What follows belongs to an exercise in optimizing a design on an open flow for small area, a short achievable clock period and few clock cycles per item; a production flow would make more cautious choices.
At most, simulation tests tie the RTL to the original design; equivalence was not proved.
No functional check of the RTL was part of runs 1 to 5.
Power is estimated from default activity; no workload was simulated.

File: design/flow/design.v
module bls_alu #(
    parameter integer N = 32
) (
    input  wire           clk,
    input  wire           rst,       
    input  wire           start,     
    input  wire [2*N+6:0] iw,        
    output wire           ready,
    output reg            done,
    output reg  [N-1:0]   res,
    output wire [4:0]     flags,     
    output reg  [1:0]     evt,       
    output wire [7:0]     fault,     
    output wire [7:0]     finfo
);
    localparam [3:0] OP_ADD = 4'd0, OP_SUB = 4'd1, OP_MUL = 4'd2, OP_DIV = 4'd3,
                     OP_AND = 4'd4, OP_OR  = 4'd5, OP_XOR = 4'd6, OP_NOT = 4'd7,
                     OP_SHL = 4'd8, OP_SHR = 4'd9, OP_ROL = 4'd10, OP_ROR = 4'd11;
    localparam integer W = N + 4;    
    wire         vop = iw[2*N+6];
    wire         va  = iw[2*N+5];
    wire         vb  = iw[2*N+4];
    wire [3:0]   op  = iw[2*N+3:2*N];
    wire [N-1:0] fa  = iw[2*N-1:N];
    wire [N-1:0] fb  = iw[N-1:0];
    reg          busy;       
    reg          mode_mul;   
    reg  [3:0]   cnt;
    reg  [N-1:0] acc;        
    reg  [N-1:0] opr;        
    reg          dq;         
    reg          c_r, v_r, vsel, zen;
    reg  [1:0]   f_r;
    reg  [3:0]   fi_r;
    assign ready = ~busy;
    assign fault = {6'd0, f_r};
    assign finfo = {4'd0, fi_r};
    assign flags = {^res, res[N-1], v_r | (vsel & |acc), c_r, zen & ~|res};
    wire go     = start & ~busy;
    wire bad1   = ~vop | ~va;
    wire bad2   = (op < OP_NOT) & ~vb;
    wire b_zero = ~|fb;
    wire op_mul = (op == OP_MUL);
    wire op_div = (op == OP_DIV);
    wire op_sub = (op == OP_SUB);
    wire op_sb  = op_sub | op_div;       
    wire [N-1:0] m_a  = busy ? opr : fa;
    wire [3:0]   m_b  = busy ? res[3:0] : fb[3:0];
    wire [W-1:0] m_p0 = {4'd0, m_b[0] ? m_a : {N{1'b0}}};
    wire [W-1:0] m_p1 = {3'd0, m_b[1] ? m_a : {N{1'b0}}, 1'b0};
    wire [W-1:0] m_p2 = {2'd0, m_b[2] ? m_a : {N{1'b0}}, 2'b0};
    wire [W-1:0] m_p3 = {1'd0, m_b[3] ? m_a : {N{1'b0}}, 3'b0};
    wire [W-1:0] m_p4 = {4'd0, busy ? acc : {N{1'b0}}};
    wire [W-1:0] cs1_s = m_p0 ^ m_p1 ^ m_p4;
    wire [W-1:0] cs1_c = {(m_p0[W-2:0] & m_p1[W-2:0]) | (m_p0[W-2:0] & m_p4[W-2:0]) | (m_p1[W-2:0] & m_p4[W-2:0]), 1'b0};
    wire [W-1:0] cs2_s = cs1_s ^ cs1_c ^ m_p2;
    wire [W-1:0] cs2_c = {(cs1_s[W-2:0] & cs1_c[W-2:0]) | (cs1_s[W-2:0] & m_p2[W-2:0]) | (cs1_c[W-2:0] & m_p2[W-2:0]), 1'b0};
    wire [W-1:0] cs3_s = cs2_s ^ cs2_c ^ m_p3;
    wire [W-1:0] cs3_c = {(cs2_s[W-2:0] & cs2_c[W-2:0]) | (cs2_s[W-2:0] & m_p3[W-2:0]) | (cs2_c[W-2:0] & m_p3[W-2:0]), 1'b0};
    wire [N-1:0] d_x1 = {acc[N-2:0], res[N-1]};
    wire [N-1:0] d_d1;
    wire         d_co1;
    bls_alu_add #(.N(N), .L(5)) u_sub (.x(d_x1), .y(dq ? ~opr : opr), .ci(dq), .s(d_d1), .co(d_co1), .c());
    wire         d_q1 = ~d_d1[N-1];
    wire [N-1:0] d_x2 = {d_d1[N-2:0], res[N-2]};
    wire         s_div = busy & ~mode_mul;
    wire         s_csa = busy ? mode_mul : op_mul;
    wire [W-1:0] ad_x = s_div ? {4'd0, d_x2}
                              : (s_csa ? cs3_s : {4'd0, fa});
    wire [W-1:0] ad_y = s_div ? {4'd0, opr ^ {N{d_q1}}}
                              : (s_csa ? cs3_c : {4'd0, op_sb ? ~fb : fb});
    wire         inv  = s_div ? d_q1 : (~busy & op_sb & ~op_mul);
    wire [W-1:0] ad;
    wire         ad_co;
    wire [W:0]   ad_c;
    bls_alu_add #(.N(W), .L(6)) u_add (.x(ad_x), .y(ad_y), .ci(inv), .s(ad), .co(ad_co), .c(ad_c));
    wire         d_q2 = ~ad[N-1];
    wire [N-1:0] d_a2 = ad[N-1:0];
    wire [N-1:0] st_hi = mode_mul ? ad[W-1:4] : d_a2;
    wire [N-1:0] st_lo = mode_mul ? {ad[3:0], res[N-1:4]} : {res[N-3:0], d_q1, d_q2};
    wire [N:0]   as_full = {ad_c[N], ad[N-1:0]};    
    wire s_as  = (op[3:1] == 3'd0);                  
    wire s_and = (op == OP_AND), s_or = (op == OP_OR), s_xor = (op == OP_XOR);
    wire s_not = (op == OP_NOT);
    wire s_shl = (op == OP_SHL) | (op == OP_ROL);
    wire s_shr = (op == OP_SHR) | (op == OP_ROR);
    wire [N-1:0] sh_l = {fa[N-2:0], (op == OP_ROL) & fa[N-1]};
    wire [N-1:0] sh_r = {(op == OP_ROR) & fa[0], fa[N-1:1]};
    wire [N-1:0] e_res = ({N{s_as}}         & as_full[N-1:0])
                       | ({N{s_and | s_or}} & (fa & fb))
                       | ({N{s_or | s_xor}} & (fa ^ fb))
                       | ({N{s_not}}        & ~fa)
                       | ({N{s_shl}}        & sh_l)
                       | ({N{s_shr}}        & sh_r);
    wire e_c = ((op == OP_ADD) & as_full[N])
             | (op_sub & (~as_full[N] | b_zero))
             | (s_shl & fa[N-1])
             | (s_shr & fa[0]);
    wire e_v = op_sub & (fa[N-1] ^ fb[N-1]) & ~(as_full[N-1] ^ fb[N-1]);
    wire [1:0] e_evt = {op_div & b_zero, op[3] & op[2]};
    wire a_zero = ~|fa;
    wire d_exact = ~fb[N-1] | ~|fb[N-2:0];
    wire d_skip  = d_exact & ((|fb[N-1:26]) | ~|fa[N-1:6]);
    wire [N-1:0] d_acc0 = d_skip ? {6'd0, fa[N-1:6]} : {N{1'b0}};
    wire [N-1:0] d_res0 = d_skip ? {fa[5:0], 26'd0} : fa;
    wire [3:0]   d_cnt0 = d_skip ? 4'd13 : 4'd0;
    wire d_a_lt_b = ~as_full[N];
    wire iter_start = (op_mul & ~a_zero & ~b_zero) | (op_div & ~b_zero & ~(d_exact & d_a_lt_b));
    wire last = mode_mul ? (cnt == 4'd7) : (cnt == 4'd15);
    always @(posedge clk) begin
        if (rst) begin
            busy  <= 1'b0;
            done  <= 1'b0;
            res   <= {N{1'b0}};
            c_r   <= 1'b0;
            v_r   <= 1'b0;
            vsel  <= 1'b0;
            zen   <= 1'b0;
            evt   <= 2'd0;
            f_r   <= 2'd0;
            fi_r  <= 4'd0;
        end else begin
            done <= 1'b0;
            if (go) begin
                if (bad1) begin
                    f_r  <= 2'd1;
                    fi_r <= {2'd0, ~va, ~vop};
                    done <= 1'b1;
                end else if (bad2) begin
                    f_r  <= 2'd2;
                    fi_r <= op;
                    done <= 1'b1;
                end else begin
                    acc      <= op_mul ? ad[W-1:4] : d_acc0;
                    opr      <= op_mul ? fa : fb;
                    mode_mul <= op_mul;
                    cnt      <= op_mul ? 4'd1 : d_cnt0;
                    dq       <= 1'b1;
                    if (iter_start) begin
                        res  <= op_mul ? {ad[3:0], fb[N-1:4]} : d_res0;
                        busy <= 1'b1;
                    end else begin
                        res  <= e_res;
                        c_r  <= e_c;
                        v_r  <= e_v;
                        vsel <= 1'b0;
                        zen  <= 1'b1;
                        evt  <= e_evt;
                        f_r  <= 2'd0;
                        fi_r <= 4'd0;
                        done <= 1'b1;
                    end
                end
            end else if (busy) begin
                acc <= st_hi;
                res <= st_lo;
                dq  <= d_q2;
                cnt <= cnt + 1'b1;
                if (last) begin
                    busy <= 1'b0;
                    done <= 1'b1;
                    c_r  <= 1'b0;
                    v_r  <= 1'b0;
                    vsel <= mode_mul;
                    zen  <= 1'b1;
                    evt  <= 2'd0;
                    f_r  <= 2'd0;
                    fi_r <= 4'd0;
                end
            end
        end
    end
endmodule
module bls_alu_add #(
    parameter integer N = 32,
    parameter integer L = 5       
) (
    input  wire [N-1:0] x,
    input  wire [N-1:0] y,
    input  wire         ci,
    output wire [N-1:0] s,
    output wire         co,
    output wire [N:0]   c         
);
    wire [N-1:0] p = x ^ y;
    wire [N-1:0] g = x & y;
    wire [N-1:0] gl [0:L];
    wire [N-1:0] pl [0:L];
    assign gl[0] = {g[N-1:1], g[0] | (p[0] & ci)};
    assign pl[0] = p;
    genvar l, i;
    generate
        for (l = 0; l < L; l = l + 1) begin : lv
            for (i = 0; i < N; i = i + 1) begin : bt
                if ((i >> l) & 1) begin : cmb
                    localparam integer J = ((i >> l) << l) - 1;
                    assign gl[l+1][i] = gl[l][i] | (pl[l][i] & gl[l][J]);
                    assign pl[l+1][i] = pl[l][i] & pl[l][J];
                end else begin : pas
                    assign gl[l+1][i] = gl[l][i];
                    assign pl[l+1][i] = pl[l][i];
                end
            end
        end
    endgenerate
    assign c  = {gl[L], ci};
    assign s  = p ^ c[N-1:0];
    assign co = c[N];
endmodule
File: design/flow/constraint.sdc
create_clock -name core_clock -period 10.0 [get_ports {clk}]
set_input_delay 2.0000 -clock core_clock [delete_from_list [all_inputs] [get_ports {clk}]]
set_output_delay 2.0000 -clock core_clock [all_outputs]
set_load 0.01 [all_outputs]
File: design/flow/config.mk
export PLATFORM = sky130hd
export DESIGN_NAME = bls_alu
export DESIGN_NICKNAME = bls_alu
export VERILOG_FILES = /design/flow/design.v
export SDC_FILE = /design/flow/constraint.sdc
export NUM_CORES = 4
export LEC_CHECK = 0
export CAP_MARGIN = 20
export CORE_MARGIN = 2
export CORE_UTILIZATION = 40
export SETUP_SLACK_MARGIN = 4.0
export SLEW_MARGIN = 20
File: design/flow/flow/run.sh
#!/bin/bash
# The standard layout (the standard.sh, standard synthesis included), with
# plain buf_2 cells as the input and output port buffers instead of the
# clock-delay buffers that buffer_ports picks on its own.
set -euo pipefail
cd "$(dirname "${BASH_SOURCE[0]}")/.."
export BUFFER_PORTS_ARGS="-buffer_cell sky130_fd_sc_hd__buf_2"
bash standard.sh > standard_flow.log 2>&1
File: design/flow/standard.sh
#!/bin/bash
# synth_recipe.tcl (not shown) runs the flow's synth.tcl, then flattens the netlist and writes it again
# the make line also repeats each setting of config.mk as NAME=value (left out here)
make -C /OpenROAD-flow-scripts/flow DESIGN_CONFIG=/design/flow/config.mk WORK_HOME=/design/flow/orfs CLKGATE_MAP_FILE= SYNTH_SCRIPT=/design/flow/synth_recipe.tcl "${@:-finish}"
==> metrics.cfg, run 1 <==
[drt]
dr_wl_met2_mm=31.6
drt.antenna.violating_nets=0
drt_wl_total_mm=71.0
wl_met1_mm=27.8
wl_per_cell_um=26.8
drt_first_pass_iters=5
wl_met3_mm=8.09
highest_layer=met5
drc=0
first_iter_violations=2311
vias=17000
viasPerCell=6.43

[power_and_ir_drop]
p_leak_uw=0.00813
vdd.ir_drop.worst_uv=167
p_per_area_nw_per_um2=165

[setup_path]
cp-start-kind=input port
endpoint_kind=register
r2r_slack_ns=3.28
required_ns=10.39
cp.arrival_ns=7.22
path_class=input port to register
critPathMaxFanout=7

[finish]
area_growth_pct=24.6
layout-drive-gt1-share_pct=25.3
fin_area_um2=20100
multi_input_area_um2=13600
nNetsFinal=2402
final-seq-area_um2=3030
fillers=3774

[sta]
setup_viol=0
hold_viol_final=0
relSlewSlack_pct=25.8
fin_crit_sh_pct=68.4
fin_skew_ns=0.0133
layout_min_cycle_time_ns=6.84
max_freq_mhz=146
rsz0062_at_grt=true
slew_viol_final=0
tightest_slew_ns=1.11
finalSetupTns_ns=0

[clock_network]
postCtsHoldBufs=0
htreeDepth=4
cts.sinks=116
clk_pin_slew_worst_paths_ns=0.06
cts_made_buffers=17
cts_tree=yes
cts_buffer_depth=2
cts_root_buf=clkbuf_16
clock_latency_ns=0.46

[logic_synthesis]
synthFlopType=edfxtp_1
async_reset_ff_share_pct=0
synth_top_area_share_pct=13.0
synth_area_leader_cell=edfxtp_1
seq_area_frac_synth_pct=18.8
ys_ff_latch=116
synth-warning-count=3
synth_area_per_cell_um2=8.05
post-synth-top-count-cell=nand2_1
netlist_area_um2=16100
yosysUniqueCellTypes=74
synth.area.top_cells=edfxtp_1 (13%), fa_1 (13%), ha_1 (8.9%), nand2_1 (6.8%), dfxtp_1 (5.7%)
syn_inst=2001
synth_commonest_cells=nand2_1 (292), nor2_1 (218), clkbuf_1 (138)
synth-edff-count=70

[floorplanning]
rows=73
design.die.area_um2=41900
fp.coreArea_um2=39700
start_util_pct=40.6
die_y_um=205
die_w_um=205
ios=131

[grt]
grt_pass1_vias=16900
grt-ovfl-total=0
grt_max_degree=81
globalRouteTotalUtil_pct=33.8
grt_first_pass_wirelength_mm=106
antenna_found_initial=2

[placement]
portBuffers=120
hpwl_mm=49.6
placed_area_um2=17400
place_congestion=0.959

[status]
status=finished clean

[job]
drv_cap=0

[hold_path]
holdCritPathClass=register to register

==> layout make-up <==
type / instances / share of cell area [%]
diodes: 2 / 0.0249
repair buffers: 253 / 9.69
clock buffers: 23 / 2.67
clock inverters: 9 / 0.299
multi-input cells: 1656 / 67.8
flip-flops and latches: 116 / 15.1
inverters: 65 / 1.22
well taps: 525 / 3.27
==> metrics by stage <==
step	worst slack [ns]	utilization, %	cells	total power, uW	hold WS, ns
detailed placement	1.88	43.8	2518	2130	0.463
floorplan	3.37	-	2010	1650	0.440
global placement	1.95	43.8	2517	2120	0.459
global route	3.10	50.5	2647	3450	0.498
finish	3.16	50.5	2649	3310	0.472
CTS	3.40	48.7	2617	3050	0.483
==> sequential cells by signal (all words and copies together) (netlist names), 2 cells and up <==
signal	count
cnt	4
res	32
evt	2
acc	32
fi_r	4
opr	32
f_r	2
==> critical path, cell delays in order <==
cell and delay, ns:
buf_6 0.13, mux2i_4 0.17, buf_12 0.17, buf_4 0.17, nor2_2 0.06, fa_1 0.47, fa_1 0.54, fa_1 0.43
o221a_2 0.27, ha_1 0.34, a21o_1 0.19, a21o_1 0.24, a31oi_2 0.27, o21ai_2 0.11, and2_4 0.19, o31a_1 0.33
or3_4 0.40, o311a_4 0.34, o2111a_1 0.25, a21oi_2 0.15
==> cell families (layout without fill, tap and decap cells) <==
| group | after synthesis | count (layout) | synth area share, % |
|---|---|---|---|
| AOI/OAI and AO/OA | 509 | 509 | 21.6 |
| xor gates and xnor gates | 157 | 157 | 8.53 |
| adders and majority gates | 219 | 219 | 21.9 |
| buffers and inverters | 239 | 350 | 5.96 |
| DFF | 116 | 116 | 18.8 |
| muxes | 68 | 69 | 4.25 |
| other | 1 | 12 | 0.0233 |
| and+or+nand+nor | 692 | 692 | 18.9 |
==> final timing paths <==
kind	cells past startpoint	startpoint	endpoint
max	20	iw[1]	res[29]
min	2	c_r	c_r
max reg2reg	27	dq	res[29]
min reg2reg	2	c_r	c_r
==> metal layers <==
layer / vias up / track usage (%)
met3: 252 / 7.73
li1: 7339 / -
met1: 8290 / 44.1
met5: - / 0
met4: 2 / 16.5
met2: 1161 / 52.6
==> power by group <==
group / switching [uW] / leakage [uW] / total (uW) / internal [uW]
Combinational: 1190 / 0.00681 / 2060 / 874
Sequential: 47.7 / 0.00102 / 604 / 556
Clock: 264 / 0.000303 / 642 / 378
Total: 1500 / 0.00813 / 3310 / 1810
==> cell usage in the layout, fill, tap and decap left out, drive strengths merged, types with 70 or more instances in the layout <==
| master | Yosys | layout |
|---|---|---|
| a21oi | 98 | 98 |
| buf | 36 | 250 |
| nor2 | 219 | 219 |
| ha | 114 | 114 |
| edfxtp | 70 | 70 |
| o21ai | 118 | 118 |
| xor2 | 82 | 82 |
| xnor2 | 75 | 75 |
| nand2 | 292 | 292 |
| fa | 105 | 105 |
==> what timing repair did <==
action                                  4_1_cts  5_1_grt
resized for setup                           141      116
buffers inserted                             62       30
pin swaps                                    68       67
cloned                                        5        0
endpoints found under the setup margin       79       77
==> run 2, diff against run 1 <==
--- a/design/flow/config.mk
+++ b/design/flow/config.mk
@@ -8,5 +8,5 @@
 export CAP_MARGIN = 20
 export CORE_MARGIN = 2
 export CORE_UTILIZATION = 40
-export SETUP_SLACK_MARGIN = 4.0
+export SETUP_SLACK_MARGIN = 2.5
 export SLEW_MARGIN = 20
==> metrics.cfg, run 2 <==
[status]
status=finished clean

[logic_synthesis]
post-synth-top-count-cell=nand2_1
netlist_area_um2=16100  ; unchanged
synth.area.top_cells=edfxtp_1 (13%), fa_1 (13%), ha_1 (8.9%), nand2_1 (6.8%), dfxtp_1 (5.7%)
synth_commonest_cells=nand2_1 (292), nor2_1 (218), clkbuf_1 (138)
syn_inst=2001  ; unchanged
yosysUniqueCellTypes=74  ; unchanged
synth_area_per_cell_um2=8.05  ; unchanged
synth-warning-count=3  ; unchanged
seq_area_frac_synth_pct=18.8  ; unchanged
async_reset_ff_share_pct=0  ; unchanged
synth_area_leader_cell=edfxtp_1
synth-edff-count=70  ; unchanged
ys_ff_latch=116  ; unchanged
synth_top_area_share_pct=13.0  ; unchanged
synthFlopType=edfxtp_1

[placement]
place_congestion=0.969  ; +0.97%
portBuffers=120  ; unchanged
hpwl_mm=48.4  ; -2.4%
placed_area_um2=17100  ; -1.9%

[grt]
grt_pass1_vias=16000  ; -5.7%
globalRouteTotalUtil_pct=32.1  ; -1.7 points
grt_first_pass_wirelength_mm=101  ; -5.2%
grt-ovfl-total=0  ; unchanged
grt_max_degree=70  ; -14%
antenna_found_initial=3  ; +1

[drt]
viasPerCell=6.38  ; -0.80%
vias=16400  ; -3.8%
drt.antenna.violating_nets=0  ; unchanged
drt_first_pass_iters=6  ; +1
first_iter_violations=1916  ; -17%
drc=0  ; unchanged
drt_wl_total_mm=67.6  ; -4.8%
wl_per_cell_um=26.3  ; -1.8%

[floorplanning]
die_w_um=205  ; unchanged
die_y_um=205  ; unchanged
start_util_pct=40.6  ; unchanged
fp.coreArea_um2=39700  ; unchanged
ios=131  ; unchanged
rows=73  ; unchanged
design.die.area_um2=41900  ; unchanged

[sta]
setup_viol=0  ; unchanged
finalSetupTns_ns=0  ; unchanged
tightest_slew_ns=1.19  ; +0.0824 ns
hold_viol_final=0  ; unchanged
fin_skew_ns=0.0131  ; -0.000142 ns
rsz0062_at_grt=false
layout_min_cycle_time_ns=7.26  ; +0.424 ns
max_freq_mhz=138  ; -5.8%
fin_crit_sh_pct=72.6  ; +4.2 points
slew_viol_final=0  ; unchanged
relSlewSlack_pct=20.6  ; -5.2 points

[finish]
nNetsFinal=2323  ; -3.3%
final_cell_mix=nand2_1 (291), nor2_1 (210), buf_2 (120), o21ai_0 (115), ha_1 (114)
finalCoreUtilization_pct=45.2  ; -5.3 points
area_growth_pct=11.4
layout-drive-gt1-share_pct=12.9  ; -12 points
layout_commonest_cell=nand2_1
fin_area_um2=18000  ; -11%
largestRegisters=acc: 32 flops, opr: 32 flops, res: 32 flops

[power_and_ir_drop]
vdd.ir_drop.worst_uv=134  ; -20%
power_uw=2810  ; -15%
p_per_area_nw_per_um2=156  ; -5.1%
p_leak_uw=0.00734  ; -9.7%

[setup_path]
regToRegStartpoint=dq
required_ns=10.36  ; -0.03 ns
crit_path_start=iw[0]
endpoint_kind=register
path_class=input port to register
critPathMaxFanout=18  ; +11
cp-start-kind=input port
cp.arrival_ns=7.63  ; +0.41 ns

[clock_network]
cts_root_buf=clkbuf_16
cts_tree=yes
clock_latency_ns=0.45  ; about the same
htreeDepth=4  ; unchanged
postCtsHoldBufs=0  ; unchanged
cts.sinks=116  ; unchanged
clk_pin_slew_worst_paths_ns=0.06  ; about the same
cts_made_buffers=17  ; unchanged
cts_buffer_depth=2  ; unchanged

[hold_path]
holdCritStartpoint=fi_r[3]
holdCritPathClass=register to register

[job]
drv_cap=0  ; unchanged

run 2: worst paths after layout:
check                           endpoint  slack (ns)  cells after the start
worst min-delay path             fi_r[3]        0.46                      1
worst max register to register   acc[29]        2.85                     27
worst min register to register   fi_r[3]        0.46                      1
worst max-delay path              res[1]        2.74                     23
run 2: report_power, final:
part           switching, uW  internal (uW)
registers               48.7            556
clock network            276            373
logic                    972            581
total                   1300           1510
run 2: cell type report:
cell class | instances | area (um2)
repair buffers | 173 | 1050
fillers | 3973 | 21800
inverters | 65 | 244
clock buffers | 17 | 425
diodes | 2 | 5.00
flip-flops and latches | 116 | 3030
well taps | 525 | 657
multi-input cells | 1657 | 12400
clock inverters | 15 | 168
run 2: per-layer routing:
metal	part of all wire [%]	global-route usage, %	vias up
met5	0.016	0	-
met4	4.1	13.4	2
met3	11	6.90	167
met2	44	49.0	1039
met1	41	43.7	8011
li1	-	-	7184
run 2: metrics by stage:
stage               hold slack (ns)  setup WS [ns]  cells
floorplan                     0.440           3.09   2010
global placement              0.454           1.66   2517
detailed placement            0.447           1.70   2517
CTS                           0.468           2.54   2561
global route                  0.506           2.48   2568
finish                        0.460           2.74   2570
run 2: what timing repair did:
| action | in CTS | in global routing |
|---|---|---|
| pin swaps | 1 | 1 |
| cloned | 0 | 2 |
| endpoints found under the setup margin | 63 | 63 |
| gates resized for setup | 2 | 8 |
| setup buffers | 12 | 5 |
run 2: cells by family after synthesis:
kind of cell,synth area share (%)
simple gates,18.9
xor+xnor,8.53
buf+inv,5.96
flops,18.8
fa+ha+maj,21.9
mux,4.25
compound gates,21.6
other cells,0.0233
run 2: critical path: stages:
cell and delay [ns]:
buf_2 0.16, mux2i_4 0.22, buf_4 0.31, buf_4 0.23, nor2_1 0.07, fa_1 0.43, fa_1 0.43, fa_1 0.46
nand2_1 0.07, a21oi_1 0.08, a31o_2 0.26, ha_1 0.43, nand2_1 0.19, nor3b_1 0.51, nand4_1 0.16, a21oi_1 0.36
nor4_4 0.11, nor3_4 0.19, buf_4 0.18, buf_4 0.27, nand3_1 0.11, o2111a_1 0.18, a211oi_1 0.20
==> run 3, diff against run 2 <==
--- a/design/flow/config.mk
+++ b/design/flow/config.mk
@@ -8,5 +8,5 @@
 export CAP_MARGIN = 20
 export CORE_MARGIN = 2
 export CORE_UTILIZATION = 40
-export SETUP_SLACK_MARGIN = 2.5
+export SETUP_SLACK_MARGIN = 2.0
 export SLEW_MARGIN = 20
==> metrics.cfg, run 3 <==
[logic_synthesis]
synth_top_area_share_pct=13.0  ; unchanged
synth_commonest_cells=nand2_1 (292), nor2_1 (218), clkbuf_1 (138)
syn_inst=2001  ; unchanged
netlist_area_um2=16100  ; unchanged
async_reset_ff_share_pct=0  ; unchanged
synth_area_leader_cell=edfxtp_1
seq_area_frac_synth_pct=18.8  ; unchanged
synthAdderAreaFrac_pct=21.9  ; unchanged
synth_top_family_by_area=adder cells
synth-edff-count=70  ; unchanged
synth.area.top_cells=edfxtp_1 (13%), fa_1 (13%), ha_1 (8.9%), nand2_1 (6.8%), dfxtp_1 (5.7%)
yosysUniqueCellTypes=74  ; unchanged
synth_xor_area_share_pct=8.53  ; unchanged
synth_mux_area_share_pct=4.25  ; unchanged
synth-warning-count=3  ; unchanged
post-synth-top-count-cell=nand2_1
synth_simple_gate_area_share_pct=18.9  ; unchanged
ys_ff_latch=116  ; unchanged
synth_area_per_cell_um2=8.05  ; unchanged
synth_compound_area_share_pct=21.6  ; unchanged
synthFlopType=edfxtp_1

[finish]
multi_input_area_um2=12300  ; -0.60%
nNetsFinal=2315  ; -0.34%
final-seq-area_um2=3030  ; unchanged
finalCoreUtilization_pct=44.8  ; -0.37 points
area_growth_pct=10.5
layout_commonest_cell=nand2_1
largestRegisters=acc: 32 flops, opr: 32 flops, res: 32 flops
final_cell_mix=nand2_1 (291), nor2_1 (210), buf_2 (120), o21ai_0 (116), ha_1 (114)
fillers=3996  ; +0.58%
layout-drive-gt1-share_pct=12.4  ; -0.49 points

[sta]
rsz0062_at_grt=true
layout_min_cycle_time_ns=7.60  ; +0.334 ns
max_freq_mhz=132  ; -4.4%
relSlewSlack_pct=20.5  ; -0.075 points
tightest_slew_ns=1.18  ; -0.0113 ns
fin_crit_sh_pct=76.0  ; +3.3 points
hold_viol_final=0  ; unchanged
finalSetupTns_ns=0  ; unchanged
setup_viol=0  ; unchanged
fin_skew_ns=0.0117  ; -0.00138 ns
slew_viol_final=0  ; unchanged

[hold_path]
holdCritStartpoint=fi_r[3]
holdCritPathClass=register to register
whs_endpoint=fi_r[3]
hold_depth=1  ; unchanged

[power_and_ir_drop]
vdd.ir_drop.worst_uv=134  ; -0.21%
p_leak_uw=0.00729  ; -0.72%
p_per_area_nw_per_um2=156  ; -0.40%

[setup_path]
reg2reg_depth=26  ; -3.7%
endpoint_kind=register
path_class=register to register
critPathMaxFanout=18  ; unchanged
regToRegStartpoint=dq
required_ns=10.34  ; -0.02 ns
cp.arrival_ns=7.94  ; +0.31 ns
r2r-end=res[18]
r2r_slack_ns=2.40  ; -0.45 ns
cp-start-kind=register

[drt]
wl_per_cell_um=26.0  ; -1.0%
viasPerCell=6.38  ; about the same
drt_wl_total_mm=66.7  ; -1.4%
drc=0  ; unchanged
vias=16300  ; -0.34%
drt_first_pass_iters=7  ; +1
first_iter_violations=2015  ; +5.2%
drt.antenna.violating_nets=0  ; unchanged

[job]
drv_cap=0  ; unchanged

[floorplanning]
design.die.area_um2=41900  ; unchanged
rows=73  ; unchanged
die_w_um=205  ; unchanged
fp.coreArea_um2=39700  ; unchanged
ios=131  ; unchanged
die_y_um=205  ; unchanged
start_util_pct=40.6  ; unchanged

[clock_network]
cts.sinks=116  ; unchanged
htreeDepth=4  ; unchanged
clk_pin_slew_worst_paths_ns=0.06  ; about the same
cts_tree=yes
cts_buffer_depth=2  ; unchanged
clock_latency_ns=0.45  ; about the same
cts_root_buf=clkbuf_16
cts_made_buffers=17  ; unchanged

[grt]
antenna_found_initial=4  ; +1
grt_first_pass_wirelength_mm=101  ; about the same
grt-ovfl-total=0  ; unchanged
grt_max_degree=70  ; unchanged
grt_pass1_vias=15900  ; -0.33%
globalRouteTotalUtil_pct=32.0  ; -0.034 points

[placement]
place_congestion=0.969  ; unchanged
portBuffers=120  ; unchanged
hpwl_mm=48.4  ; unchanged

[status]
status=finished clean

## run 3: cell counts after synthesis
No cell type changed its count.
## run 3: critical path: stages (launching register included)
cell and delay, ns:
edfxtp_1 0.39, buf_4 0.20, mux2_2 0.28, fa_1 0.46, a211oi_1 0.28, o211ai_1 0.21, nand4_1 0.19, a21oi_1 0.14
nor2_1 0.29, o21ai_1 0.20, a211oi_2 0.45, xor2_4 0.50, buf_4 0.36, xor2_1 0.17, o21ai_0 0.10, ha_1 0.39
a21oi_1 0.15, o21ai_0 0.17, a221oi_1 0.67, a21oi_1 0.30, nor4_4 0.41, nor3_4 0.08, buf_12 0.16, buf_4 0.21
a221oi_1 0.29, o21ai_0 0.21, o211a_1 0.18
## run 3: final cells by class
class | instances | area share (%)
Tap cell | 525 | 3.69
Antenna cell | 1 | 0.0141
Clock buffer | 17 | 2.39
Timing Repair Buffer | 167 | 5.50
Inverter | 65 | 1.37
Clock inverter | 15 | 0.942
Multi-Input combinational cell | 1655 | 69.1
Sequential cell | 116 | 17.0
## run 3: stage by stage
step                      std cells  cell area [um2]  power [uW]  setup WS, ns  hold slack, ns
after CTS                      2553            17700        2730          2.13           0.468
final                          2561            17800        2770          2.40           0.463
after global routing           2560            17800        2920          2.00           0.506
after detailed placement       2517            17100        2070          1.70           0.447
after floorplan                2010            16100        1590          3.09           0.440
after global placement         2517            17100        2070          1.66           0.454
## run 3: cells by family (layout without fill, tap and decap cells)
group	after synthesis	after routing
buffers and inverters	239	264
other	1	11
multiplexers	68	68
AO/OA/AOI/OAI	509	509
flip-flops	116	116
adder cells (fa/ha/maj)	219	219
AND/OR/NAND/NOR	692	692
XOR/XNOR	157	157
## run 3: worst max-delay path by stage
| stage | from | to | slack (ns) | cells after the start |
|---|---|---|---|---|
| 6_report | dq | res[18] | 2.40 | 26 |
| 5_1_grt | dq | res[18] | 2.00 | 26 |
| 4_1_cts | iw[0] | res[1] | 2.13 | 22 |
| 3_5_place_dp | iw[1] | res[1] | 1.70 | 21 |
| 3_3_place_gp | iw[1] | res[1] | 1.66 | 21 |
| 2_1_floorplan | iw[1] | res[17] | 3.09 | 22 |
## run 3: layer usage
metal	routed length [um]	part of all wire (%)	up-vias	global-route usage, %
met1	27700	42	7965	43.7
met2	29400	44	1033	49.1
met5	37	0.055	-	0
li1	-	-	7168	-
met4	2620	3.9	6	12.9
met3	6840	10	176	6.89
## run 3: report_power, final
group / internal, uW / leakage, uW / switching [uW]
logic: 566 / 0.00597 / 957
clock network: 373 / 0.000294 / 275
registers: 556 / 0.00102 / 46.4
## run 3: what timing repair did
item | CTS | global route
hold buffers | 0 | 0
pin swaps | 0 | 1
setup endpoints to repair | 4 | 30
setup buffers | 4 | 7
gates resized for setup | 0 | 3
hold endpoints to repair | 0 | 0
==> run 4, diff against run 3 <==
--- a/design/flow/design.v
+++ b/design/flow/design.v
@@ -44,7 +44,7 @@
     wire op_div = (op == OP_DIV);
     wire op_sub = (op == OP_SUB);
     wire op_sb  = op_sub | op_div;       
-    wire [N-1:0] m_a  = busy ? opr : fa;
+    wire [N-1:0] m_a  = fa;
     wire [3:0]   m_b  = busy ? res[3:0] : fb[3:0];
     wire [W-1:0] m_p0 = {4'd0, m_b[0] ? m_a : {N{1'b0}}};
     wire [W-1:0] m_p1 = {3'd0, m_b[1] ? m_a : {N{1'b0}}, 1'b0};
@@ -132,24 +132,20 @@
                     done <= 1'b1;
                 end else begin
                     acc      <= op_mul ? ad[W-1:4] : d_acc0;
-                    opr      <= op_mul ? fa : fb;
+                    opr      <= fb;
                     mode_mul <= op_mul;
                     cnt      <= op_mul ? 4'd1 : d_cnt0;
                     dq       <= 1'b1;
-                    if (iter_start) begin
-                        res  <= op_mul ? {ad[3:0], fb[N-1:4]} : d_res0;
-                        busy <= 1'b1;
-                    end else begin
-                        res  <= e_res;
-                        c_r  <= e_c;
-                        v_r  <= e_v;
-                        vsel <= 1'b0;
-                        zen  <= 1'b1;
-                        evt  <= e_evt;
-                        f_r  <= 2'd0;
-                        fi_r <= 4'd0;
-                        done <= 1'b1;
-                    end
+                    c_r  <= e_c;
+                    v_r  <= e_v;
+                    vsel <= 1'b0;
+                    zen  <= 1'b1;
+                    evt  <= e_evt;
+                    f_r  <= 2'd0;
+                    fi_r <= 4'd0;
+                    res  <= iter_start ? (op_mul ? {ad[3:0], fb[N-1:4]} : d_res0) : e_res;
+                    busy <= iter_start;
+                    done <= ~iter_start;
                 end
             end else if (busy) begin
                 acc <= st_hi;
--- a/design/flow/config.mk
+++ b/design/flow/config.mk
@@ -8,5 +8,5 @@
 export CAP_MARGIN = 20
 export CORE_MARGIN = 2
 export CORE_UTILIZATION = 40
-export SETUP_SLACK_MARGIN = 2.0
+export SETUP_SLACK_MARGIN = 3.0
 export SLEW_MARGIN = 20
==> metrics.cfg, run 4 <==
[sta]
finalSetupTns_ns=0  ; unchanged
max_freq_mhz=139  ; +5.5%
fin_crit_sh_pct=72.0  ; -4.0 points
tightest_slew_ns=1.14  ; -0.0379 ns
relSlewSlack_pct=23.6  ; +3.1 points
slew_viol_final=0  ; unchanged
hold_viol_final=0  ; unchanged
setup_viol=0  ; unchanged
rsz0062_at_grt=true
layout_min_cycle_time_ns=7.20  ; -0.399 ns
fin_skew_ns=0.00963  ; -0.00212 ns

[logic_synthesis]
netlist_area_um2=16100  ; about the same
synth-edff-count=70  ; unchanged
synth_top_family_by_area=adder cells
synth-warning-count=3  ; unchanged
post-synth-top-count-cell=nand2_1
ys_ff_latch=116  ; unchanged
synth_simple_gate_area_share_pct=17.5  ; -1.4 points
synthFlopType=edfxtp_1
seq_area_frac_synth_pct=18.7  ; about the same
synth.area.top_cells=edfxtp_1 (13%), fa_1 (13%), ha_1 (8.8%), dfxtp_1 (5.7%), xnor2_1 (4.9%)
syn_inst=1954  ; -2.3%
synth_compound_area_share_pct=21.4  ; -0.22 points
synth_mux_area_share_pct=2.31  ; -1.9 points
async_reset_ff_share_pct=0  ; unchanged
synth_top_area_share_pct=13.0  ; about the same
yosysUniqueCellTypes=78  ; +5.4%
synth_area_per_cell_um2=8.25  ; +2.5%
synthAdderAreaFrac_pct=21.9  ; about the same
synth_xor_area_share_pct=9.77  ; +1.2 points
synth_area_leader_cell=edfxtp_1
synth_commonest_cells=nand2_1 (188), inv_1 (172), clkbuf_1 (138)

[clock_network]
clk_pin_slew_worst_paths_ns=0.06  ; about the same
cts.sinks=116  ; unchanged
cts_root_buf=clkbuf_16
cts_buffer_depth=2  ; unchanged
cts_tree=yes
postCtsHoldBufs=0  ; unchanged
htreeDepth=4  ; unchanged
cts_made_buffers=17  ; unchanged
clock_latency_ns=0.44  ; about the same

[power_and_ir_drop]
vdd.ir_drop.worst_uv=122  ; -8.7%
power.share.sequential_pct=23.7  ; +2.0 points
clkPwrFrac_pct=28.5  ; +5.1 points
switching_share_pct=41.1  ; -4.9 points
switching_power_uw=957  ; -25%
p_per_area_nw_per_um2=121  ; -22%
p_leak_uw=0.00787  ; +8.0%
p_comb_share_pct=47.8  ; -7.1 points
p_int_uw=1370  ; -8.4%

[grt]
grt_first_pass_wirelength_mm=100  ; -0.50%
grt_pass1_vias=16400  ; +2.8%
globalRouteTotalUtil_pct=31.7  ; -0.33 points
grt_max_degree=73  ; +4.3%
antenna_found_initial=2  ; -2
grt-ovfl-total=0  ; unchanged

[setup_path]
path_buf_inv=6  ; +2
r2r-end=res[28]
critPathMaxFanout=6  ; -12
max_stage_delay_ns=0.57  ; -0.10 ns
cp_top_family=adder cells
required_ns=10.31  ; -0.03 ns
reg2reg_depth=26  ; unchanged
cp-start-kind=input port
path_class=input port to register
worst_path_max_delay_cell=fa_1
r2r_slack_ns=2.89  ; +0.49 ns
regToRegStartpoint=opr[0]
endpoint_kind=register
crit_top_cell=fa_1
cp.arrival_ns=7.51  ; -0.43 ns
cp_cell_sequence=buf_6, mux2i_4, buf_6, buf_4, nor2b_1, fa_1, inv_2, fa_1, inv_2, fa_1, o22ai_1, a21oi_1, ha_1, nor3_1, or4b_4, a31oi_4, o21ai_4, a2111oi_4, buf_4, o31ai_4, a21o_4, or3_4, a311oi_2, a211oi_2

[finish]
multi_input_area_um2=12800  ; +4.1%
final-seq-area_um2=3020  ; about the same
final_cell_mix=nand2_1 (184), inv_1 (167), a21oi_1 (122), buf_2 (119), ha_1 (107)
nNetsFinal=2336  ; +0.91%
fin_area_um2=19300  ; +8.2%
fillers=3819  ; -4.4%
largestRegisters=acc: 32 flops, opr: 32 flops, res: 32 flops
area_growth_pct=19.5
layout_commonest_cell=nand2_1
final_cells=2582  ; +0.82%
layout-drive-gt1-share_pct=19.2  ; +6.8 points

[floorplanning]
ios=131  ; unchanged
fp.coreArea_um2=39700  ; unchanged
design.die.area_um2=41900  ; about the same
die_w_um=205  ; about the same
start_util_pct=40.6  ; about the same
rows=73  ; unchanged
die_y_um=205  ; about the same

[status]
status=finished clean

[drt]
vias=16400  ; +0.21%
highest_layer=met5
drt_wl_total_mm=67.3  ; +0.93%
drt.antenna.violating_nets=0  ; unchanged
wl_per_cell_um=26.1  ; +0.11%
wl_met1_mm=26.2  ; -5.6%
drt_first_pass_iters=7  ; unchanged
viasPerCell=6.34  ; -0.61%
wl_met3_mm=7.69  ; +12%
first_iter_violations=2206  ; +9.5%
dr_wl_met2_mm=29.3  ; -0.38%
drc=0  ; unchanged

[hold_path]
holdCritStartpoint=v_r
whs_endpoint=v_r
hold_depth=2  ; +1
holdCritPathClass=register to register

[job]
drv_cap=0  ; unchanged

[placement]
portBuffers=120  ; unchanged
placed_area_um2=17100  ; -0.10%
hpwl_mm=46.6  ; -3.8%
place_congestion=0.970  ; +0.17%
dp_cells=2476  ; -1.6%

run 4: cell count changes after synthesis, sizes merged, moves of 29 or more:
cell and delta:
o21ai -46, mux2i -29, a21oi +31, nand2 -104, o211ai -37, nor2b +86, inv +110, nor2 -126
run 4: logic make-up after synthesis:
logic type / count (synthesis)
xor gates and xnor gates: 176
and+or+nand+nor: 570
buffers and inverters: 339
muxes: 37
DFF: 116
adders and majority gates: 219
other: 1
AOI/OAI and AO/OA: 496
run 4: area by class of cell:
class,instances,share of cell area [%]
clock inverter,6,0.299
inverter,174,3.39
antenna,1,0.0130
tap,525,3.41
clock buffer,26,2.93
multi-input combinational,1516,66.5
sequential,116,15.7
timing repair buffer,218,7.82
run 4: power by group through the flow:
stage	Sequential, uW	Combinational, uW	Clock (uW)
2_1_floorplan	555	623	0
4_1_cts	551	994	661
6_report	552	1110	663
3_5_place_dp	562	916	0
5_1_grt	553	1190	678
3_3_place_gp	562	905	0
run 4: per-layer routing:
metal	track usage (%)	vias up
met1	41.1	7973
met2	49.4	1043
met3	7.03	305
li1	-	7059
met5	0	-
met4	16.5	2
run 4: worst max-delay path by stage:
stage          start      end  slack [ns]  cells past startpoint
6_report       iw[0]  res[28]        2.80                     24
5_1_grt        iw[1]  res[28]        2.63                     24
4_1_cts        iw[1]  res[28]        2.84                     24
3_5_place_dp      dq  res[19]        0.96                     24
3_3_place_gp      dq  res[19]        1.05                     24
2_1_floorplan  iw[1]  res[27]        3.04                     23
run 4: worst min-delay path, cell delays in order, from the launching register on:
cell and delay (ns):
dfxtp_1 0.31, nand2_1 0.06, a21oi_1 0.06
run 4: through the flow:
step | power (uW) | util (%) | hold slack [ns] | setup WS (ns)
2_1_floorplan | 1180 | - | 0.426 | 3.04
3_3_place_gp | 1470 | 43.0 | 0.460 | 1.05
3_5_place_dp | 1480 | 43.0 | 0.464 | 0.963
4_1_cts | 2210 | 46.4 | 0.478 | 2.84
5_1_grt | 2420 | 48.5 | 0.499 | 2.63
6_report | 2330 | 48.5 | 0.478 | 2.80
run 4: timing repair:
item | in CTS | in global routing
buffers inserted | 35 | 28
setup endpoints to repair | 69 | 59
pin swaps | 30 | 57
cloned | 5 | 3
gates resized for setup | 69 | 102
==> run 5, diff against run 4 <==
--- a/design/flow/config.mk
+++ b/design/flow/config.mk
@@ -7,6 +7,6 @@
 export LEC_CHECK = 0
 export CAP_MARGIN = 20
 export CORE_MARGIN = 2
-export CORE_UTILIZATION = 40
+export CORE_UTILIZATION = 50
 export SETUP_SLACK_MARGIN = 3.0
 export SLEW_MARGIN = 20
==> metrics.cfg, run 5 <==
[status]
status=finished clean

[floorplanning]
die_y_um=184  ; -10%
start_util_pct=51.0  ; +10 points
die_w_um=184  ; -10%
design.die.area_um2=33700  ; -20%
fp.coreArea_um2=31600  ; -20%
ios=131  ; unchanged
rows=65  ; -11%

[drt]
viasPerCell=6.73  ; +6.1%
drt_wl_total_mm=67.7  ; +0.61%
drc=0  ; unchanged
first_iter_violations=2462  ; +12%
vias=16700  ; +1.9%
wl_per_cell_um=27.3  ; +4.7%
drt.antenna.violating_nets=0  ; unchanged
drt_first_pass_iters=8  ; +1

[grt]
grt_max_degree=65  ; -11%
grt_first_pass_wirelength_mm=101  ; +0.75%
grt_pass1_vias=16200  ; -0.90%
busiest_layer=met2
globalRouteTotalUtil_pct=40.1  ; +8.4 points
antenna_found_initial=2  ; unchanged
grt_use_met2_pct=61.3  ; +12 points
use_met3_pct=9.39  ; +2.4 points
use_met1_pct=54.8  ; +14 points
grt-ovfl-total=0  ; unchanged

[sta]
tightest_slew_ns=1.15  ; +0.00450 ns
fin_crit_sh_pct=71.9  ; -0.091 points
fin_skew_ns=0.0191  ; +0.00946 ns
relSlewSlack_pct=23.6  ; about the same
hold_viol_final=0  ; unchanged
max_freq_mhz=139  ; +0.13%
slew_viol_final=0  ; unchanged
holdWs_ns=0.455  ; -0.0232 ns
finalSetupTns_ns=0  ; unchanged
layout_min_cycle_time_ns=7.19  ; -0.00914 ns
rsz0062_at_grt=true
setup_viol=0  ; unchanged

[setup_path]
r2r_slack_ns=2.90  ; about the same
required_ns=10.29  ; -0.02 ns
endpoint_kind=register
critPathMaxFanout=8  ; +2
regToRegStartpoint=opr[0]
crit_end=res[29]
cp-start-kind=input port
crit_path_start=iw[1]
path_class=input port to register
reg2reg_depth=29  ; +12%
cp.arrival_ns=7.48  ; -0.03 ns
r2r-end=res[29]

[logic_synthesis]
synthFlopType=edfxtp_1
synth.area.top_cells=edfxtp_1 (13%), fa_1 (13%), ha_1 (8.8%), dfxtp_1 (5.7%), xnor2_1 (4.9%)
netlist_area_um2=16100  ; unchanged
synth-warning-count=3  ; unchanged
async_reset_ff_share_pct=0  ; unchanged
yosysUniqueCellTypes=78  ; unchanged
synth_commonest_cells=nand2_1 (188), inv_1 (172), clkbuf_1 (138)
seq_area_frac_synth_pct=18.7  ; unchanged
post-synth-top-count-cell=nand2_1
synth_area_leader_cell=edfxtp_1
synth_area_per_cell_um2=8.25  ; unchanged
ys_ff_latch=116  ; unchanged
synth_top_area_share_pct=13.0  ; unchanged
synth-edff-count=70  ; unchanged
syn_inst=1954  ; unchanged

[clock_network]
clk_pin_slew_worst_paths_ns=0.07  ; about the same
clock_latency_ns=0.46  ; +0.02 ns
postCtsHoldBufs=0  ; unchanged
cts.sinks=116  ; unchanged
cts_buffer_depth=2  ; unchanged
cts_root_buf=clkbuf_16
cts_tree=yes
htreeDepth=4  ; unchanged
cts_made_buffers=17  ; unchanged

[finish]
fillers=2771  ; -27%
largestRegisters=acc: 32 flops, opr: 32 flops, res: 32 flops
layout_commonest_cell=nand2_1
layout-drive-gt1-share_pct=21.4  ; +2.2 points
area_growth_pct=20.7
final_cell_mix=nand2_1 (182), inv_1 (170), buf_2 (118), a21oi_1 (113), ha_1 (109)
nNetsFinal=2357  ; +0.90%
multi_input_area_um2=13000  ; +1.5%
final-seq-area_um2=3030  ; about the same

[placement]
hpwl_mm=46.1  ; -0.97%
portBuffers=120  ; unchanged
place_congestion=1.02  ; +5.4%

[job]
drv_cap=0  ; unchanged

[hold_path]
hold_depth=2  ; unchanged
holdCritPathClass=register to register
holdCritStartpoint=vsel

[power_and_ir_drop]
power_uw=2350  ; +1.2%
vdd.ir_drop.worst_uv=139  ; +14%
p_per_area_nw_per_um2=121  ; +0.25%
p_leak_uw=0.00804  ; +2.1%

run 5: changes by cell type in the layout (fill, tap and decap cells not counted), sizes merged:
cell and delta:
bufinv -1, mux2i +1, clkinvlp -1, buf +23, inv +5, xnor3 +1, a21o -4, clkbuf -3
run 5: timing repair:
action                     in CTS  in global routing
resized for setup              97                127
setup buffers                  57                 28
pin swaps                      50                 61
gates cloned                    6                  0
setup endpoints to repair      68                 59
run 5: worst min-delay path by stage:
stage	to	slack, ns
finish	vsel	0.45
global route	vsel	0.49
CTS	vsel	0.46
detailed placement	vsel	0.45
global placement	v_r	0.44
floorplan	zen	0.43
run 5: worst max-delay path, cell delays in order:
cell and delay, ns:
buf_12 0.12, mux2i_4 0.16, buf_12 0.17, buf_12 0.12, nor2b_4 0.04, fa_1 0.51, inv_2 0.04, fa_1 0.48
inv_1 0.05, fa_1 0.47, nand2_1 0.05, and3_4 0.20, a21oi_4 0.15, ha_4 0.22, buf_6 0.11, a21o_1 0.15
a21o_1 0.18, a221o_1 0.41, o21ai_4 0.28, a2111oi_4 0.11, buf_4 0.18, o31ai_4 0.33, a21o_4 0.27, buf_4 0.14
buf_6 0.10, a311oi_2 0.05, o31ai_2 0.27, a211oi_1 0.11
run 5: metrics by stage:
stage	std cells	utilization (%)	cell area, um2	worst slack, ns
6_report	2480	61.5	19500	2.81
5_1_grt	2479	61.5	19500	2.67
4_1_cts	2451	58.6	18500	2.90
3_5_place_dp	2356	53.6	16900	1.30
3_3_place_gp	2356	53.6	16900	1.33
2_1_floorplan	1963	-	16200	3.04
run 5: layout make-up:
class	count	share of cell area [%]
antenna	1	0.0129
clock buffer	23	2.62
inverter	174	3.36
multi-input combinational	1514	66.8
clock inverter	9	0.322
timing repair buffer	241	8.73
tap	402	2.59
sequential	116	15.5
run 5: cell families (layout without fill, tap and decap cells):
group                    after synthesis  count (layout)  synth area share, %
multiplexers                          37              39                 2.31
XOR/XNOR                             176             177                 9.77
AND/OR/NAND/NOR                      570             570                 17.5
other                                  1              11               0.0233
buffers and inverters                339             447                 8.33
adder cells (fa/ha/maj)              219             219                 21.9
flip-flops                           116             116                 18.7
AO/OA/AOI/OAI                        496             499                 21.4
run 5: where the power goes:
group / internal [uW] / total, uW / switching (uW)
Sequential: 531 / 552 / 21.5
Combinational: 456 / 1170 / 711
Clock: 361 / 634 / 273
run 5: per-layer routing:
layer	wire [um]	vias up	share of wire, %
met2	29400	1236	43
met5	83	-	0.12
met4	3020	4	4.5
met3	8490	246	13
li1	-	7105	-
met1	26700	8102	39
==> run 6, diff against run 5 <==
--- a/design/flow/design.v
+++ b/design/flow/design.v
@@ -44,7 +44,7 @@
     wire op_div = (op == OP_DIV);
     wire op_sub = (op == OP_SUB);
     wire op_sb  = op_sub | op_div;       
-    wire [N-1:0] m_a  = fa;
+    wire [N-1:0] m_a  = busy ? opr : fa;
     wire [3:0]   m_b  = busy ? res[3:0] : fb[3:0];
     wire [W-1:0] m_p0 = {4'd0, m_b[0] ? m_a : {N{1'b0}}};
     wire [W-1:0] m_p1 = {3'd0, m_b[1] ? m_a : {N{1'b0}}, 1'b0};
@@ -132,7 +132,7 @@
                     done <= 1'b1;
                 end else begin
                     acc      <= op_mul ? ad[W-1:4] : d_acc0;
-                    opr      <= fb;
+                    opr      <= op_mul ? fa : fb;
                     mode_mul <= op_mul;
                     cnt      <= op_mul ? 4'd1 : d_cnt0;
                     dq       <= 1'b1;
--- a/design/flow/config.mk
+++ b/design/flow/config.mk
@@ -5,8 +5,9 @@
 export SDC_FILE = /design/flow/constraint.sdc
 export NUM_CORES = 4
 export LEC_CHECK = 0
+export ABC_AREA = 1
 export CAP_MARGIN = 20
 export CORE_MARGIN = 2
-export CORE_UTILIZATION = 50
+export CORE_UTILIZATION = 40
 export SETUP_SLACK_MARGIN = 3.0
 export SLEW_MARGIN = 20
==> metrics.cfg, run 6 <==
[status]
status=finished clean

[drt]
drt_first_pass_iters=6  ; -2
drt_wl_total_mm=74.1  ; +9.4%
drc=0  ; unchanged
drt.antenna.violating_nets=0  ; unchanged
vias=18700  ; +12%
viasPerCell=5.94  ; -12%
wl_per_cell_um=23.5  ; -14%
first_iter_violations=2251  ; -8.6%

[clock_network]
postCtsHoldBufs=0  ; unchanged
clock_latency_ns=0.47  ; about the same
cts_made_buffers=17  ; unchanged
cts_tree=yes
htreeDepth=4  ; unchanged
cts.sinks=116  ; unchanged
cts_buffer_depth=2  ; unchanged
clk_pin_slew_worst_paths_ns=0.06  ; about the same
cts_root_buf=clkbuf_16

[setup_path]
r2r-end=res[17]
cp.arrival_ns=7.24  ; -0.24 ns
endpoint_kind=register
path_buf_inv=3  ; -6
cp_top_family=adder cells
regToRegStartpoint=dq
critPathMaxFanout=17  ; +9
path_class=input port to register
r2r_slack_ns=3.34  ; +0.44 ns
reg2reg_depth=34  ; +17%
cp-start-kind=input port
required_ns=10.41  ; +0.12 ns
worst_path_max_delay_cell=fa_1
max_stage_delay_ns=0.55  ; +0.04 ns
cp_cell_sequence=buf_2, o21ai_1, nor2_1, fa_1, fa_1, fa_1, nor2_1, a221oi_2, ha_1, nand2_1, inv_1, a21oi_1, nand2_2, nand2_1, nand2_4, fa_1, xor2_1, nand2_1, o2111ai_1, nand4_1, nand3_1, nand2_1, inv_1

[power_and_ir_drop]
switching_share_pct=46.4  ; +3.6 points
power_uw=2340  ; -0.51%
clkPwrFrac_pct=25.6  ; -1.3 points
p_leak_uw=0.00899  ; +12%
switching_power_uw=1090  ; +8.0%
power.share.sequential_pct=24.8  ; +1.3 points
p_int_uw=1260  ; -6.8%
vdd.ir_drop.worst_uv=127  ; -8.3%
p_per_area_nw_per_um2=124  ; +2.5%
p_comb_share_pct=49.6  ; about the same

[logic_synthesis]
async_reset_ff_share_pct=0  ; unchanged
synth-warning-count=3  ; unchanged
synth_top_area_share_pct=12.3  ; -0.75 points
synth_area_leader_cell=nand2_1
synthFlopType=edfxtp_1
synth.area.top_cells=nand2_1 (12%), edfxtp_1 (12%), fa_1 (12%), ha_1 (8.3%), inv_1 (7.1%)
synth_commonest_cells=nand2_1 (565), inv_1 (325), nor2_1 (273)
yosysUniqueCellTypes=60  ; -23%
syn_inst=2550  ; +31%
ys_ff_latch=116  ; unchanged
netlist_area_um2=17300  ; +7.1%
post-synth-top-count-cell=nand2_1
synth_area_per_cell_um2=6.77  ; -18%
synth-edff-count=70  ; unchanged
seq_area_frac_synth_pct=17.5  ; -1.2 points

[hold_path]
hold_depth=2  ; unchanged
whs_endpoint=fi_r[3]
holdCritPathClass=register to register
holdCritStartpoint=fi_r[3]

[floorplanning]
die_y_um=212  ; +15%
fp.coreArea_um2=42800  ; +35%
start_util_pct=40.3  ; -11 points
design.die.area_um2=44800  ; +33%
die_w_um=212  ; +15%
ios=131  ; unchanged
rows=76  ; +17%

[finish]
finalCoreUtilization_pct=44.1  ; -17 points
layout_commonest_cell=nand2_1
layout-drive-gt1-share_pct=9.94  ; -11 points
final_cells=3152  ; +27%
nNetsFinal=2885  ; +22%
final_cell_mix=nand2_1 (564), inv_1 (322), nor2_1 (264), nand3_1 (194), o21ai_0 (178)
largestRegisters=acc: 32 flops, opr: 32 flops, res: 32 flops
area_growth_pct=9.33

[grt]
use_met1_pct=43.8  ; -11 points
busiest_layer=met2
use_met3_pct=7.54  ; -1.9 points
grt_pass1_vias=17800  ; +9.6%
globalRouteTotalUtil_pct=32.9  ; -7.2 points
grt_use_met2_pct=51.0  ; -10 points
antenna_found_initial=1  ; -1
grt-ovfl-total=0  ; unchanged
grt_max_degree=59  ; -9.2%
grt_first_pass_wirelength_mm=110  ; +8.5%

[sta]
tightest_slew_ns=1.03  ; -0.117 ns
setup_viol=0  ; unchanged
layout_min_cycle_time_ns=6.83  ; -0.355 ns
rsz0062_at_grt=false
relSlewSlack_pct=31.2  ; +7.6 points
finalSetupTns_ns=0  ; unchanged
fin_crit_sh_pct=68.3  ; -3.6 points
slew_viol_final=0  ; unchanged
hold_viol_final=0  ; unchanged
max_freq_mhz=146  ; +5.2%
fin_skew_ns=0.0147  ; -0.00438 ns

[job]
drv_cap=0  ; unchanged

[placement]
hpwl_mm=56.0  ; +21%
place_congestion=0.985  ; -3.8%
dp_cells=3112  ; +32%
portBuffers=120  ; unchanged

## run 6: what timing repair did
action,in CTS,in global routing
buffers inserted,3,3
gates resized for setup,5,18
setup endpoints to repair,43,36
cloned,0,1
pin swaps,1,3
## run 6: how the worst max path moves through the flow
stage	start	to	slack, ns	depth (start not counted)
after floorplan	iw[1]	res[16]	3.47	25
after global placement	iw[0]	res[11]	2.25	24
after detailed placement	iw[0]	res[12]	2.20	27
after CTS	iw[36]	res[16]	3.02	28
after global routing	iw[38]	res[16]	2.99	26
final	iw[38]	res[17]	3.17	23
## run 6: power groups by stage
stage	clock network, uW	logic [uW]	registers [uW]
after floorplan	0	765	579
after detailed placement	0	1120	592
after global placement	0	1110	592
final	599	1160	581
after global routing	619	1270	583
after CTS	598	1130	581
## run 6: worst register-to-register path: cells and delay by family, from the launching register on
family,cells,cell delay [ns]
and+or+nand+nor,22,2.93
adders and majority gates,4,1.62
buffers and inverters,4,0.82
AOI/OAI and AO/OA,3,0.52
DFF,1,0.47
xor gates and xnor gates,1,0.26
## run 6: routing by layer
| metal | vias up | share of wire [%] |
|---|---|---|
| met4 | 2 | 3.9 |
| met3 | 181 | 11 |
| met1 | 8860 | 41 |
| met5 | - | 0.015 |
| met2 | 1143 | 44 |
| li1 | 8529 | - |
## run 6: layout make-up
| type | instances | area (um2) |
|---|---|---|
| antenna | 1 | 2.50 |
| fill | 4569 | 23900 |
| clock buffer | 18 | 429 |
| multi-input combinational | 1966 | 12400 |
| sequential | 116 | 3030 |
| inverter | 335 | 1270 |
| clock inverter | 14 | 105 |
| timing repair buffer | 156 | 917 |
| tap | 546 | 683 |
## run 6: cells by family after synthesis
group	share of synthesized area [%]
AND/OR/NAND/NOR	27.5
AO/OA/AOI/OAI	17.9
buffers and inverters	11.3
adder cells (fa/ha/maj)	20.4
flip-flops	17.5
XOR/XNOR	5.07
multiplexers	0.174
other	0.0217
## run 6: stage by stage
step / worst slack [ns] / hold WS, ns / cell area [um2]
CTS: 3.02 / 0.447 / 18800
global route: 2.99 / 0.465 / 18900
floorplan: 3.47 / 0.437 / 17300
global placement: 2.25 / 0.429 / 18200
detailed placement: 2.20 / 0.435 / 18200
finish: 3.17 / 0.445 / 18900
Testbench counts of run 6, summed over its fixed seeds: cycles 3,785, instrs 1,600.
==> run 7, diff against run 6 <==
--- a/design/flow/config.mk
+++ b/design/flow/config.mk
@@ -9,5 +9,6 @@
 export CAP_MARGIN = 20
 export CORE_MARGIN = 2
 export CORE_UTILIZATION = 40
+export PLACE_DENSITY = 0.75
 export SETUP_SLACK_MARGIN = 3.0
 export SLEW_MARGIN = 20
==> metrics.cfg, run 7 <==
[status]
status=finished clean

[logic_synthesis]
synth-warning-count=3  ; unchanged
synthFlopType=edfxtp_1
synth_top_area_share_pct=12.3  ; unchanged
synth-edff-count=70  ; unchanged
seq_area_frac_synth_pct=17.5  ; unchanged
netlist_area_um2=17300  ; unchanged
synth_area_leader_cell=nand2_1
ys_ff_latch=116  ; unchanged
synth_commonest_cells=nand2_1 (565), inv_1 (325), nor2_1 (273)
synth.area.top_cells=nand2_1 (12%), edfxtp_1 (12%), fa_1 (12%), ha_1 (8.3%), inv_1 (7.1%)
async_reset_ff_share_pct=0  ; unchanged
synth_area_per_cell_um2=6.77  ; unchanged
yosysUniqueCellTypes=60  ; unchanged
post-synth-top-count-cell=nand2_1
syn_inst=2550  ; unchanged

[setup_path]
required_ns=10.40  ; about the same
path_class=input port to register
cp.arrival_ns=7.08  ; -0.16 ns
endpoint_kind=register
cp-start-kind=input port
critPathMaxFanout=30  ; +13

[grt]
antenna_found_initial=1  ; unchanged
grt_pass1_vias=17500  ; -1.8%
grt_first_pass_wirelength_mm=101  ; -7.9%
grt-ovfl-total=0  ; unchanged
globalRouteTotalUtil_pct=29.5  ; -3.4 points
grt_max_degree=70  ; +19%

[drt]
drt_wl_total_mm=66.0  ; -11%
vias=18700  ; -0.33%
viasPerCell=5.93  ; -0.11%
drt.antenna.violating_nets=0  ; unchanged
wl_per_cell_um=21.0  ; -11%
first_iter_violations=2111  ; -6.2%
drt_first_pass_iters=8  ; +2
drc=0  ; unchanged

[floorplanning]
die_y_um=212  ; unchanged
fp.coreArea_um2=42800  ; unchanged
die_w_um=212  ; unchanged
rows=76  ; unchanged
ios=131  ; unchanged
design.die.area_um2=44800  ; unchanged
start_util_pct=40.3  ; unchanged

[hold_path]
holdCritPathClass=register to register

[sta]
slew_viol_final=0  ; unchanged
layout_min_cycle_time_ns=6.68  ; -0.151 ns
holdWs_ns=0.440  ; -0.00542 ns
finalWorstSetupSlack_ns=3.32  ; +0.151 ns
setup_viol=0  ; unchanged
hold_viol_final=0  ; unchanged
relSlewSlack_pct=29.4  ; -1.8 points
tightest_slew_ns=1.06  ; +0.0280 ns
max_freq_mhz=150  ; +2.3%
finalSetupTns_ns=0  ; unchanged
rsz0062_at_grt=false
fin_crit_sh_pct=66.8  ; -1.5 points
fin_skew_ns=0.0187  ; +0.00404 ns

[placement]
portBuffers=120  ; unchanged
place_congestion=1.03  ; +4.4%
hpwl_mm=48.7  ; -13%
place_ws_ns=2.31  ; +0.116 ns

[job]
drv_cap=0  ; unchanged

[clock_network]
cts_buffer_depth=2  ; unchanged
cts_root_buf=clkbuf_16
cts_tree=yes
cts_made_buffers=17  ; unchanged
htreeDepth=4  ; unchanged
clock_latency_ns=0.46  ; about the same
clk_pin_slew_worst_paths_ns=0.06  ; about the same
cts.sinks=116  ; unchanged

[finish]
finalCoreUtilization_pct=44.0  ; -0.13 points
final_cell_mix=nand2_1 (564), inv_1 (325), nor2_1 (265), nand3_1 (194), o21ai_0 (178)
area_growth_pct=9.01
layout_commonest_cell=nand2_1
nNetsFinal=2879  ; -0.21%
antenna_cells=0  ; -1
largestRegisters=acc: 32 flops, opr: 32 flops, res: 32 flops
layout-drive-gt1-share_pct=9.58  ; -0.36 points

[power_and_ir_drop]
p_per_area_nw_per_um2=123  ; -0.99%
p_leak_uw=0.00898  ; about the same
vdd.ir_drop.worst_uv=175  ; +38%

run 7: per-layer routing:
metal / up-vias / GRT usage, % / share of wire [%]
met5: - / 0 / 0.017
met3: 307 / 7.00 / 13
met2: 1371 / 44.0 / 42
met1: 8470 / 38.5 / 39
met4: 2 / 17.9 / 6.8
li1: 8503 / - / -
run 7: what timing repair did:
item,in CTS,in global routing
setup buffers,0,4
pin swaps,0,1
endpoints found under the setup margin,35,40
gates resized for setup,2,15
hold buffers,0,0
run 7: worst paths after layout:
path | start | endpoint | slack (ns) | cells past startpoint
worst max-delay path | iw[0] | res[16] | 3.32 | 27
worst min-delay path | fi_r[3] | fi_r[3] | 0.44 | 2
worst max register to register | busy | res[16] | 3.43 | 28
worst min register to register | fi_r[3] | fi_r[3] | 0.44 | 2
run 7: report_power, final:
group	internal, uW	leakage, uW	switching (uW)
Combinational	389	0.00769	737
Sequential	544	0.00103	35.1
Clock	343	0.000270	264
Total	1280	0.00898	1040
run 7: logic make-up (layout without fill, tap and decap cells):
group                      count (synthesis)  count (layout)  synth area share, %
xor gates and xnor gates                  99              99                 5.07
other                                      1              10               0.0217
buffers and inverters                    477             517                 11.3
adders and majority gates                219             219                 20.4
muxes                                      3               3                0.174
DFF                                      116             116                 17.5
and+or+nand+nor                         1126            1126                 27.5
AOI/OAI and AO/OA                        509             509                 17.9
run 7: stage by stage:
| stage | area [um2] | instances | power, uW |
|---|---|---|---|
| finish | 18800 | 3145 | 2310 |
| CTS | 18700 | 3141 | 2270 |
| global route | 18800 | 3145 | 2450 |
| floorplan | 17300 | 2559 | 1340 |
| detailed placement | 18200 | 3109 | 1660 |
| global placement | 18200 | 3109 | 1660 |
run 7: worst max-delay path, cell delays in order:
cell and delay [ns]:
buf_2 0.14, o21ai_2 0.13, clkbuf_8 0.36, nor2_1 0.11
fa_1 0.51, fa_1 0.45, fa_1 0.45, a21oi_1 0.14
o21ai_0 0.12, nand2_1 0.10, inv_1 0.04, ha_1 0.30
nand2_1 0.10, inv_1 0.05, a21oi_1 0.17, nand2_2 0.16
nand2_1 0.13, nand2_4 0.15, fa_1 0.62, inv_1 0.07
o22ai_1 0.16, a21oi_1 0.07, o211ai_1 0.17, nand4_1 0.14
nand3_1 0.12, nand2_1 0.05, inv_1 0.05
run 7: area by class of cell:
| class | instances | area [um2] |
|---|---|---|
| Clock buffer | 18 | 429 |
| Clock inverter | 14 | 126 |
| Fill cell | 4413 | 24000 |
| Inverter | 335 | 1270 |
| Multi-Input combinational cell | 1966 | 12400 |
| Sequential cell | 116 | 3030 |
| Tap cell | 546 | 683 |
| Timing Repair Buffer | 150 | 857 |

[separate check: timing with driven ports]
How much do the figures lean on ideal ports? The routed layouts below were timed once more, with nothing changed but the port constraints.
Step 1 assumes that a clkbuf_16 drives the clock port and a buf_2 every other input.
Step 2, shift: input delay + t, output delay - t, t = (earliest + latest rising clock arrival at the registers) / 2. This alone moves slack from input paths to output paths.
Slacks: ideal / step 1 / step 2; pairs: ideal / step 1.
run | shift t [ns] | slack for setup (ns) | latest minus earliest clock arrival (ns)
run 1 | 0.504 | 3.161 / 3.162 / 2.657 | 0.013 / 0.013
run 2 | 0.497 | 2.737 / 2.757 / 2.259 | 0.013 / 0.013
run 3 | 0.501 | 2.403 / 2.403 / 1.987 | 0.012 / 0.012
run 4 | 0.487 | 2.803 / 2.793 / 2.306 | 0.010 / 0.010
run 5 | 0.508 | 2.812 / 2.799 / 2.292 | 0.019 / 0.019
run 6 | 0.512 | 3.167 / 3.194 / 2.681 | 0.014 / 0.015
run 7 | 0.503 | 3.318 / 3.310 / 2.807 | 0.019 / 0.018
After both steps setup and hold are still met in every run listed. The setup slack of run 5, which loses most, moves by -0.013 ns with the drivers and by -0.520 ns with both steps.
